This is an optimization exercise on Yosys and OpenROAD, whose aim is small area, a short achievable clock period and few clock cycles, not a production implementation.

==> inputs of try-xenon <==
Design iir_line, start of the top module:
module iir_line #(
    parameter WORK_WORDS = 64,
    parameter MAX_CHANNELS = 4
) (
    input  wire        clk,
    input  wire        rst,
    input  wire        start,
    input  wire [6:0]  len,         
    input  wire [2:0]  chans,       
    input  wire [31:0] a0a1,
    input  wire [31:0] a2a3,
    input  wire [31:0] b1b2,
    input  wire [31:0] cprev,
    input  wire [31:0] cnext,
    output wire        idle,
    input  wire        in_valid,
    output wire        in_ready,
    input  wire [31:0] in_data,
    output wire        out_valid,
    input  wire        out_ready,
    output wire [31:0] out_data
);
clock: 72.0 ns
lec_check: 0
cap_margin: 20
core_margin: 2
core_utilization: 55
place_density: 0.75
slew_margin: 20
standard.sh (not shown) runs the stock make flow with config.mk's settings and CLKGATE_MAP_FILE= SYNTH_SCRIPT=/design/flow/synth_recipe.tcl, a recipe that flattens the netlist after the stock synthesis.
==> flow/flow/run.sh <==
#!/bin/bash
set -o pipefail
bash standard.sh SETUP_SLACK_MARGIN=55 finish 2>&1 | tee make_finish.log
==> try-indigo: changes against try-xenon <==
--- a/flow/design.v
+++ b/flow/design.v
@@ -118,15 +118,21 @@
     wire        d2   = (d == 11'd2);
     wire        near = esub & (dm1 | d0 | d1 | d2);
     wire [9:0]  eb   = xb ? x_e : ye;
     wire [24:0] bm  = xb ? x_m : y;
     wire [24:0] sm  = xb ? y : x_m;
     wire [27:0] sf0 = {sm, 3'b000};
     wire [27:0] sfs = sf0 >> fsh;
-    wire [27:0] lostm = ~(28'hFFFFFFF << fsh);
+    wire [27:0] lostm;              
+    genvar k;
+    generate
+        for (k = 0; k < 28; k = k + 1) begin : g_lost
+            assign lostm[k] = (k < fsh);
+        end
+    endgenerate
     wire        fst = |(sf0 & lostm);
     wire [27:0] sfa = sfs | {27'd0, fst};
     wire [28:0] bf  = {1'b0, bm, 3'b000};
     wire [28:0] fr  = esub ? (bf - {1'b0, sfa}) : (bf + {1'b0, sfa});
     reg  [23:0] fm;
     reg         fg, fs;
     reg  [9:0]  fe;
@@ -203,20 +209,31 @@
     wire [47:0] p    = ps + pc;
     wire        top  = p[47];
     wire        sub  = e0[9] | (e0 == 10'd0);
     wire [9:0]  lsub = 10'd24 - e0;
     wire [5:0]  ls   = (~lsub[9] & (lsub > 10'd48)) ? 6'd49 : lsub[5:0];
     wire [5:0]  lA   = sub ? ls : 6'd23;
     wire [5:0]  lB   = sub ? ls : 6'd24;
-    wire [49:0] ohA  = 50'd1 << lA;
-    wire [49:0] ohB  = 50'd1 << lB;
+    wire [49:0] ohA, ohB;           
+    wire [48:0] mkA, mkB;           
+    genvar k;
+    generate
+        for (k = 0; k < 50; k = k + 1) begin : g_oh
+            assign ohA[k] = (lA == k);
+            assign ohB[k] = (lB == k);
+        end
+        for (k = 0; k < 49; k = k + 1) begin : g_mk
+            assign mkA[k] = (k < lA);
+            assign mkB[k] = (k < lB);
+        end
+    endgenerate
     wire        stA  = ({1'b0, tzp} < ({1'b0, lA} - 7'd1));
     wire        stB  = ({1'b0, tzp} < ({1'b0, lB} - 7'd1));
     wire [49:0] oh   = top ? ohB : ohA;
-    wire [48:0] mask = oh[48:0] - 49'd1;
+    wire [48:0] mask = top ? mkB : mkA;
     wire        st   = top ? stB : stA;
     wire [48:0] px   = {1'b0, p};
     wire        g    = |(px & oh[49:1]);
     wire        l    = |(px & oh[48:0]);
     wire        inc  = g & (st | l);
     wire [48:0] ru   = (px | mask) + 49'd1;
     wire [48:0] rd   = px & ~mask;
@@ -2142,15 +2159,21 @@
     wire        near  = esub & close;
     wire [9:0]  eb    = xbig ? xe : ye;
     wire [24:0] bm = xbig ? xm : ym;
     wire [24:0] sm = xbig ? ym : xm;
     wire [4:0]  fsh = (ad > 11'd27) ? 5'd28 : ad[4:0];
     wire [27:0] sf0 = {sm, 3'b000};
     wire [27:0] sfs = sf0 >> fsh;
-    wire [27:0] lostm = ~(28'hFFFFFFF << fsh);
+    wire [27:0] lostm;              
+    genvar k;
+    generate
+        for (k = 0; k < 28; k = k + 1) begin : g_lost
+            assign lostm[k] = (k < fsh);
+        end
+    endgenerate
     wire        fst = |(sf0 & lostm);
     wire [27:0] sfa = sfs | {27'd0, fst};
     wire [28:0] bf  = {1'b0, bm, 3'b000};
     wire [28:0] fr  = esub ? (bf - {1'b0, sfa}) : (bf + {1'b0, sfa});
     reg  [23:0] fm;
     reg         fg, fs;
     reg  [9:0]  fe;
@@ -2196,29 +2219,27 @@
     input  wire        zero,
     input  wire        s,
     input  wire [9:0]  e,
     input  wire [23:0] m,
     input  wire        r,
     output reg  [31:0] w
 );
-    wire [24:0] mr = {1'b0, m} + {24'd0, r};
-    wire [9:0]  e1 = mr[24] ? e + 10'd1 : e;
-    wire [23:0] m1 = mr[24] ? 24'h800000 : mr[23:0];
-    wire [23:0] ms = m1 >> (5'd1 - e1[4:0]);
+    wire [30:0] wn = {e[7:0], m[22:0]} + {30'd0, r};
+    wire [23:0] ms = m >> (5'd1 - e[4:0]);
+    wire        big = ~e[9] & (e >= 10'd255);
+    wire        nrm = ~e[9] & (e != 10'd0);
     always @* begin
         if (nan)
             w = 32'h7FC00000;
-        else if (inf)
+        else if (inf || (~zero && big))
             w = {s, 8'hFF, 23'd0};
-        else if (zero || ($signed(e1) < -10'sd23))
+        else if (zero || ($signed(e) < -10'sd23))
             w = {s, 31'd0};
-        else if (!e1[9] && e1 >= 10'd255)
-            w = {s, 8'hFF, 23'd0};
-        else if (!e1[9] && e1 != 10'd0)
-            w = {s, e1[7:0], m1[22:0]};
+        else if (nrm)
+            w = {s, wn};
         else
             w = {s, 8'd0, ms[22:0]};
     end
 endmodule
 module iir_faddu (
     input  wire        xnan, xinf, xzero, xs,
     input  wire [9:0]  xe,
@@ -2268,29 +2289,24 @@
     reg [2:0]  chans_r;
     reg [31:0] k_r;
     always @(posedge clk) begin
         len_r   <= len;
         chans_r <= chans;
         k_r     <= b1b2;
     end
-    wire        kn_nan_w, kn_inf_w, kn_zero_w, kn_s_w;
-    wire [9:0]  kn_e_w;
-    wire [23:0] kn_m_w;
-    iir_unpack u_kunp (.w(k_r), .nan(kn_nan_w), .inf(kn_inf_w), .zero(kn_zero_w),
-                       .s(kn_s_w), .e(kn_e_w), .m(kn_m_w));
-    wire [4:0]  kn_tz_w;
-    iir_tz u_ktz (.m(kn_m_w), .r(1'b0), .tz(kn_tz_w));
-    reg        kn_nan, kn_inf, kn_zero, kn_s;
-    reg [9:0]  kn_e;
-    reg [23:0] kn_m;
-    reg [4:0]  kn_tz;
-    always @(posedge clk) begin
-        kn_nan <= kn_nan_w; kn_inf <= kn_inf_w; kn_zero <= kn_zero_w;
-        kn_s <= kn_s_w; kn_e <= kn_e_w; kn_m <= kn_m_w; kn_tz <= kn_tz_w;
-    end
+    wire [7:0]  kf      = k_r[30:23];
+    wire        kn_sub  = (kf == 8'd0) & (k_r[22:0] != 23'd0);
+    wire        kn_nan  = (kf == 8'hFF) & (k_r[22:0] != 23'd0);
+    wire        kn_inf  = (kf == 8'hFF) & (k_r[22:0] == 23'd0);
+    wire        kn_zero = (kf == 8'd0) & (k_r[22:0] == 23'd0);
+    wire        kn_s    = k_r[31];
+    wire [9:0]  kn_e    = {2'b00, kf};
+    wire [23:0] kn_m    = {kf != 8'd0, k_r[22:0]};
+    wire [4:0]  kn_tz;
+    iir_tz u_ktz (.m(kn_m), .r(1'b0), .tz(kn_tz));
     reg        busy, idle_r, in_ready_r, rdy_n, ov_n;
     reg        in_pass, in_done;
     reg [6:0]  pc;
     reg [2:0]  ch;
     reg [5:0]  addr;
     reg [31:0] x_r;
     reg        x_new, x_pend, x_pass, x_first, x_last;
@@ -2335,30 +2351,28 @@
     iir_tz u_atz (.m(a_m), .r(a_r), .tz(a_tz));
     wire        xu_nan, xu_inf, xu_zero, xu_s, cu_nan, cu_inf, cu_zero, cu_s;
     wire [9:0]  xu_e, cu_e;
     wire [23:0] xu_m, cu_m;
     wire [4:0]  xu_tz, cu_tz;
     iir_unpack u_xunp (.w(x_r), .nan(xu_nan), .inf(xu_inf), .zero(xu_zero),
                        .s(xu_s), .e(xu_e), .m(xu_m));
-    iir_unpack u_cunp (.w(acoef), .nan(cu_nan), .inf(cu_inf), .zero(cu_zero),
+    iir_unpack u_cunp (.w(slow1 ? k_r : acoef), .nan(cu_nan), .inf(cu_inf), .zero(cu_zero),
                        .s(cu_s), .e(cu_e), .m(cu_m));
     iir_tz u_xtz (.m(xu_m), .r(1'b0), .tz(xu_tz));
     iir_tz u_ctz (.m(cu_m), .r(1'b0), .tz(cu_tz));
     wire        xa_nan_w, xa_inf_w, xa_zero_w, xa_s_w;
     wire [9:0]  xa_e_w;
     wire [24:0] xa_m_w;
     iir_fmulu u_mula (
         .a_nan (slow1 ? a_nan  : xu_nan),  .a_inf(slow1 ? a_inf : xu_inf),
         .a_zero(slow1 ? a_zero : xu_zero), .a_s  (slow1 ? a_s   : xu_s),
         .a_e   (slow1 ? a_e    : xu_e),    .a_m  (slow1 ? a_m   : xu_m),
         .a_r   (slow1 & a_r),              .a_tz (slow1 ? a_tz  : xu_tz),
-        .c_nan (slow1 ? kn_nan  : cu_nan), .c_inf(slow1 ? kn_inf : cu_inf),
-        .c_zero(slow1 ? kn_zero : cu_zero),.c_s  (slow1 ? kn_s   : cu_s),
-        .c_e   (slow1 ? kn_e    : cu_e),   .c_m  (slow1 ? kn_m   : cu_m),
-        .c_tz  (slow1 ? kn_tz   : cu_tz),
+        .c_nan (cu_nan), .c_inf(cu_inf), .c_zero(cu_zero), .c_s(cu_s),
+        .c_e   (cu_e),   .c_m  (cu_m),   .c_tz  (cu_tz),
         .nan(xa_nan_w), .inf(xa_inf_w), .zero(xa_zero_w), .s(xa_s_w), .e(xa_e_w), .m(xa_m_w));
     wire        k_nan  = ~slow2 & kn_nan;
     wire        k_inf  = ~slow2 & kn_inf;
     wire        k_zero = ~slow2 & kn_zero;
     wire        k_s    = ~slow2 & kn_s;
     wire [9:0]  k_e    = slow2 ? 10'd127 : kn_e;
     wire [23:0] k_m    = s2_seed ? 24'd0 : slow2 ? 24'h800000 : kn_m;
@@ -2378,47 +2392,58 @@
     wire [23:0] n_m;
     iir_loop u_rec (
         .ps(b_ps), .pc(b_pc), .e0(e0), .tzp(tzp),
         .p_s(p_s), .p_nan(p_nan), .p_inf(p_inf), .p_zero(p_zero),
         .x_s(xa_s), .x_nan(xa_nan), .x_inf(xa_inf), .x_zero(xa_zero), .x_e(xa_e), .x_m(xa_m),
         .n_s(n_s), .n_nan(n_nan), .n_inf(n_inf), .n_e(n_e), .n_m(n_m), .n_r(n_r));
     wire [37:0] n_st = {n_s, n_nan, n_inf, n_r, n_e, n_m};
-    wire [37:0] q_st = {xa_s_w, 3'b000, xa_m_w[24] ? xa_e_w + 10'd1 : xa_e_w,
+    wire [37:0] q_st = {xa_s_w, xa_nan_w, xa_inf_w, 1'b0, xa_m_w[24] ? xa_e_w + 10'd1 : xa_e_w,
                         xa_m_w[24] ? 24'h800000 : xa_m_w[23:0]};
+    wire        st0_n  = ~slow1 & (s2_seed | c_one);
+    wire        st0_r  = ~slow1 & ~(s2_seed | c_one);
+    wire [37:0] st0_d  = ({38{st0_n}} & n_st) | ({38{st0_r}} & st1) | ({38{slow1}} & q_st);
     wire        s2_done = ~stall & ~slow1;
+    wire        c_one  = (chans_r == 3'd1);
     wire        b1_s, b1_nan, b1_inf, b1_zero, b1_r;
     wire [9:0]  b1_e;
     wire [23:0] b1_m;
     iir_stflags u_bf (.st(st1), .s(b1_s), .nan(b1_nan), .inf(b1_inf), .zero(b1_zero),
                       .e(b1_e), .m(b1_m), .r(b1_r));
     wire [10:0] kb     = {kn_e[9], kn_e} - 11'd127;
     wire        k_fin  = ~kn_nan & ~kn_inf & ~kn_zero;
     wire [9:0]  ex_lo  = (xa_zero | xa_nan | xa_inf) ? e0 :
                          (p_zero | p_nan | p_inf) ? xa_e :
                          ($signed(xa_e) > $signed(e0)) ? xa_e : e0;
     wire        nres_fin = ~(xa_zero & p_zero) & ~xa_nan & ~xa_inf & ~p_nan & ~p_inf;
     wire        tiny_n = nres_fin & ($signed({ex_lo[9], ex_lo} - 11'd25 + kb) < 11'sd1);
     wire        tiny_1 = ~b1_nan & ~b1_inf & ~b1_zero & ($signed({b1_e[9], b1_e} + kb) < 11'sd1);
     wire        tiny_0 = ~a_nan & ~a_inf & ~a_zero & ($signed({a_e[9], a_e} + kb) < 11'sd1);
-    wire        c_one  = (chans_r == 3'd1);
-    wire        tiny_next = ~k_fin ? 1'b0 :
+    wire        tiny_next = kn_sub ? 1'b1 : ~k_fin ? 1'b0 :
                             (s2_v & (s2_seed | c_one)) ? tiny_n :
                             s2_v ? tiny_1 : tiny_0;
     wire        slow1_n = ~slow1 & op_step & tiny_next;
     wire [37:0] st_last = (chans_r == 3'd1) ? st0 : (chans_r == 3'd2) ? st1 :
                           (chans_r == 3'd3) ? st2 : st3;
     wire        b_nan, b_inf, b_zero, b_s, b_r;
     wire [9:0]  b_e;
     wire [23:0] b_m;
     iir_stflags u_sf (.st(st_last), .s(b_s), .nan(b_nan), .inf(b_inf), .zero(b_zero),
                       .e(b_e), .m(b_m), .r(b_r));
     wire        fw_nan, fw_inf, fw_zero, fw_s;
     wire [9:0]  fw_e;
     wire [23:0] fw_m;
-    iir_unpack u_funp (.w(work[s2_addr]), .nan(fw_nan), .inf(fw_inf), .zero(fw_zero),
+    wire [63:0] rd_oh = 64'd1 << s2_addr;
+    reg  [31:0] rd_w;
+    integer k;
+    always @* begin
+        rd_w = 32'd0;
+        for (k = 0; k < WORK_WORDS; k = k + 1)
+            rd_w = rd_w | (work[k] & {32{rd_oh[k]}});
+    end
+    iir_unpack u_funp (.w(rd_w), .nan(fw_nan), .inf(fw_inf), .zero(fw_zero),
                        .s(fw_s), .e(fw_e), .m(fw_m));
     wire [24:0] b_m25 = {1'b0, b_m} + {24'd0, b_r};
     wire        y_nan, y_inf, y_zero, y_s, y_r;
     wire [9:0]  y_e;
     wire [23:0] y_m;
     iir_faddu u_sum (
         .xnan(fu_nan), .xinf(fu_inf), .xzero(fu_zero), .xs(fu_s), .xe(fu_e), .xm({1'b0, fu_m}),
@@ -2431,14 +2456,19 @@
         .nan (s3_pass ? y_nan  : b_nan),  .inf(s3_pass ? y_inf : b_inf),
         .zero(s3_pass ? y_zero : b_zero), .s  (s3_pass ? y_s   : b_s),
         .e   (s3_pass ? y_e    : b_e),    .m  (s3_pass ? y_m   : b_m),
         .r   (s3_pass ? y_r    : b_r),    .w  (y_w));
     assign b_w = y_w;
     wire y_v    = ~stall & s3_v & s3_pass;
     wire o_free = ov_n | out_ready;
+    wire s1hold = stall | slow1;
+    wire rdy_a  = busy & ~in_done & ~(stall ? slow1 : slow1_n) & ~(s1hold & op_seed);
+    wire rdy_b  = ~rdy_n & (last_word | (in_first & ~s1hold));
+    wire rdy_c  = (sk_v | y_v) & ~ov_n;
+    wire rdy_nx = busy ? (rdy_a & ~(in_valid & rdy_b) & ~(~out_ready & rdy_c)) : start;
     reg busy_n, done_n, sk_v_n, seed_n, o_v_n;
     always @* begin
         busy_n = busy;
         if (!busy && start) busy_n = 1'b1;
         if (!ov_n && out_ready && o_last) busy_n = 1'b0;
         done_n = in_done;
         if (!busy && start) done_n = 1'b0;
@@ -2469,16 +2499,16 @@
             slow1      <= 1'b0;
             slow2      <= 1'b0;
             o_v        <= 1'b0;
             sk_v       <= 1'b0;
         end else begin
             busy       <= busy_n;
             idle_r     <= ~busy_n;
-            in_ready_r <= busy_n & ~done_n & ~sk_v_n & ~seed_n & ~(stall ? slow1 : slow1_n);
-            rdy_n      <= ~(busy_n & ~done_n & ~sk_v_n & ~seed_n & ~(stall ? slow1 : slow1_n));
+            in_ready_r <= rdy_nx;
+            rdy_n      <= ~rdy_nx;
             o_v        <= o_v_n;
             ov_n       <= ~o_v_n;
             sk_v       <= sk_v_n;
             if (!stall) begin
                 slow1 <= slow1_n;
                 slow2 <= slow1;
                 s3_v  <= ~slow1 & s2_v & ~s2_seed;
@@ -2510,24 +2540,24 @@
                 end
             end else begin
                 addr_t = addr + 6'd1 - {2'd0, chans_r, 1'b0};
             end
         end
     end
     always @(posedge clk) begin
-        if (!busy && start) begin
+        if (rst) begin
             in_pass <= 1'b0;
             pc      <= 7'd0;
             ch      <= 3'd0;
             addr    <= 6'd0;
         end else if (acc_now) begin
-            in_pass <= pass_t;
-            pc      <= pc_t;
-            ch      <= ch_t;
-            addr    <= addr_t;
+            in_pass <= pass_t & ~last_word;
+            pc      <= last_word ? 7'd0 : pc_t;
+            ch      <= last_word ? 3'd0 : ch_t;
+            addr    <= last_word ? 6'd0 : addr_t;
         end
         if (!rst) in_done <= done_n;
     end
     always @(posedge clk) begin
         if (!rdy_n) begin
             x_r     <= in_data;
             x_pass  <= in_pass;
@@ -2553,34 +2583,32 @@
             xa_m    <= xa_m_w;
             s2_seed <= op_seed;
             s2_pass <= x_pass;
             s2_last <= x_last;
             s2_ch   <= x_ch;
             s2_addr <= x_addr;
             if (s2_v) begin
-                if (s2_seed) begin
-                    st0 <= n_st;
-                end else begin
-                    st0 <= (chans_r == 3'd1) ? n_st : st1;
+                st0 <= st0_d;
+                if (!s2_seed) begin
                     st1 <= (chans_r == 3'd2) ? n_st : st2;
                     st2 <= (chans_r == 3'd3) ? n_st : st3;
                     st3 <= n_st;
                 end
             end
-            s3_pass <= s2_pass;
-            s3_last <= s2_last;
-            s3_addr <= s2_addr;
             fu_nan  <= fw_nan;
             fu_inf  <= fw_inf;
             fu_zero <= fw_zero;
             fu_s    <= fw_s;
             fu_e    <= fw_e;
             fu_m    <= fw_m;
+            s3_pass <= s2_pass;
+            s3_last <= s2_last;
+            s3_addr <= s2_addr;
         end else if (!stall) begin
-            st0 <= q_st;                
+            st0 <= st0_d;               
         end
         if (!stall && s3_v && !s3_pass)
             work[s3_addr] <= b_w;
         if (sk_v) begin
             if (o_free) begin
                 o_data <= sk_data;
                 o_last <= sk_last;
==> flow/flow/run.sh (replaced) <==
#!/bin/bash
set -o pipefail
bash standard.sh SETUP_SLACK_MARGIN=56 "BUFFER_PORTS_ARGS=-buffer_cell sky130_fd_sc_hd__buf_2" finish 2>&1 | tee make_finish.log
- CTS_BUF_LIST: unset -> sky130_fd_sc_hd__clkbuf_8
==> qor summary <==
metric                                                                        try-xenon      try-indigo
Setup clock skew after layout                                                    177 ps          204 ps
Met2 Routed Length                                                            318000 um       328000 um
Delay of the slowest cell on the worst path                                      880 ps          490 ps
Post-layout instance count excluding filler cells                                 21787           23048
Area grow syn2layout                                                              9.43%           10.4%
Crit path setup slack, layout                                                  55290 ps        55930 ps
Post-synthesis mux area share                                                     11.8%           3.49%
Via density per instance                                                           7.15            7.29
Post-cts sizing count                                                                68             162
Util after Layout                                                                 60.5%           61.0%
Total standard cell area after synthesis                                    0.185 sq mm     0.179 sq mm
Effective utilization at floorplan                                                55.3%           55.2%
Mean instance size in the synthesized netlist                                10.6 sq um      9.80 sq um
Crit path max fanout                                                                 38               1
Result of the run                                                        finished clean  finished clean
Clock root buffer                                                             clkbuf_16        clkbuf_8
Max stage delay cell, worst path                                              a2111oi_1        edfxtp_1
Weighted congestion reported at the end of routability-driven placement            1.12            1.06
Number of flip-flops and latches                                                   2555            2506
DPL Wire Length                                                               481000 um       539000 um
Endpoint arrival time on the critical path                                     17450 ps         1670 ps
No run of this note included a check of the RTL's function; only the layout flow was run.

==> afterwards: timing with drivers on the ports <==
The results above use ideal ports. As a check the final layouts listed here were re-extracted and re-timed, cells and wires unchanged. Step 1 assumes that a clkbuf_16 drives the clock port and a buf_2 every other input. Step 2 moves the port delays by t, midway between the first and last clock arrival at a register: inputs arrive t later, outputs are due t later. That takes back most of the time a late clock gives input paths. a / b / c = ideal ports / drivers / drivers and shift; a / b = the first two.
run | t (ns) | setup WS [ns] | pins driven straight from the clock port
try-xenon | 1.045 | 55.292 / 55.292 / 54.621 | 1
try-indigo | 1.125 | 55.926 / 55.809 / 55.440 | 1
After both steps every run listed still meets setup and hold. For try-xenon, which loses most, drivers alone change the setup slack by 0.000 ns; drivers and shift together by -0.671 ns.
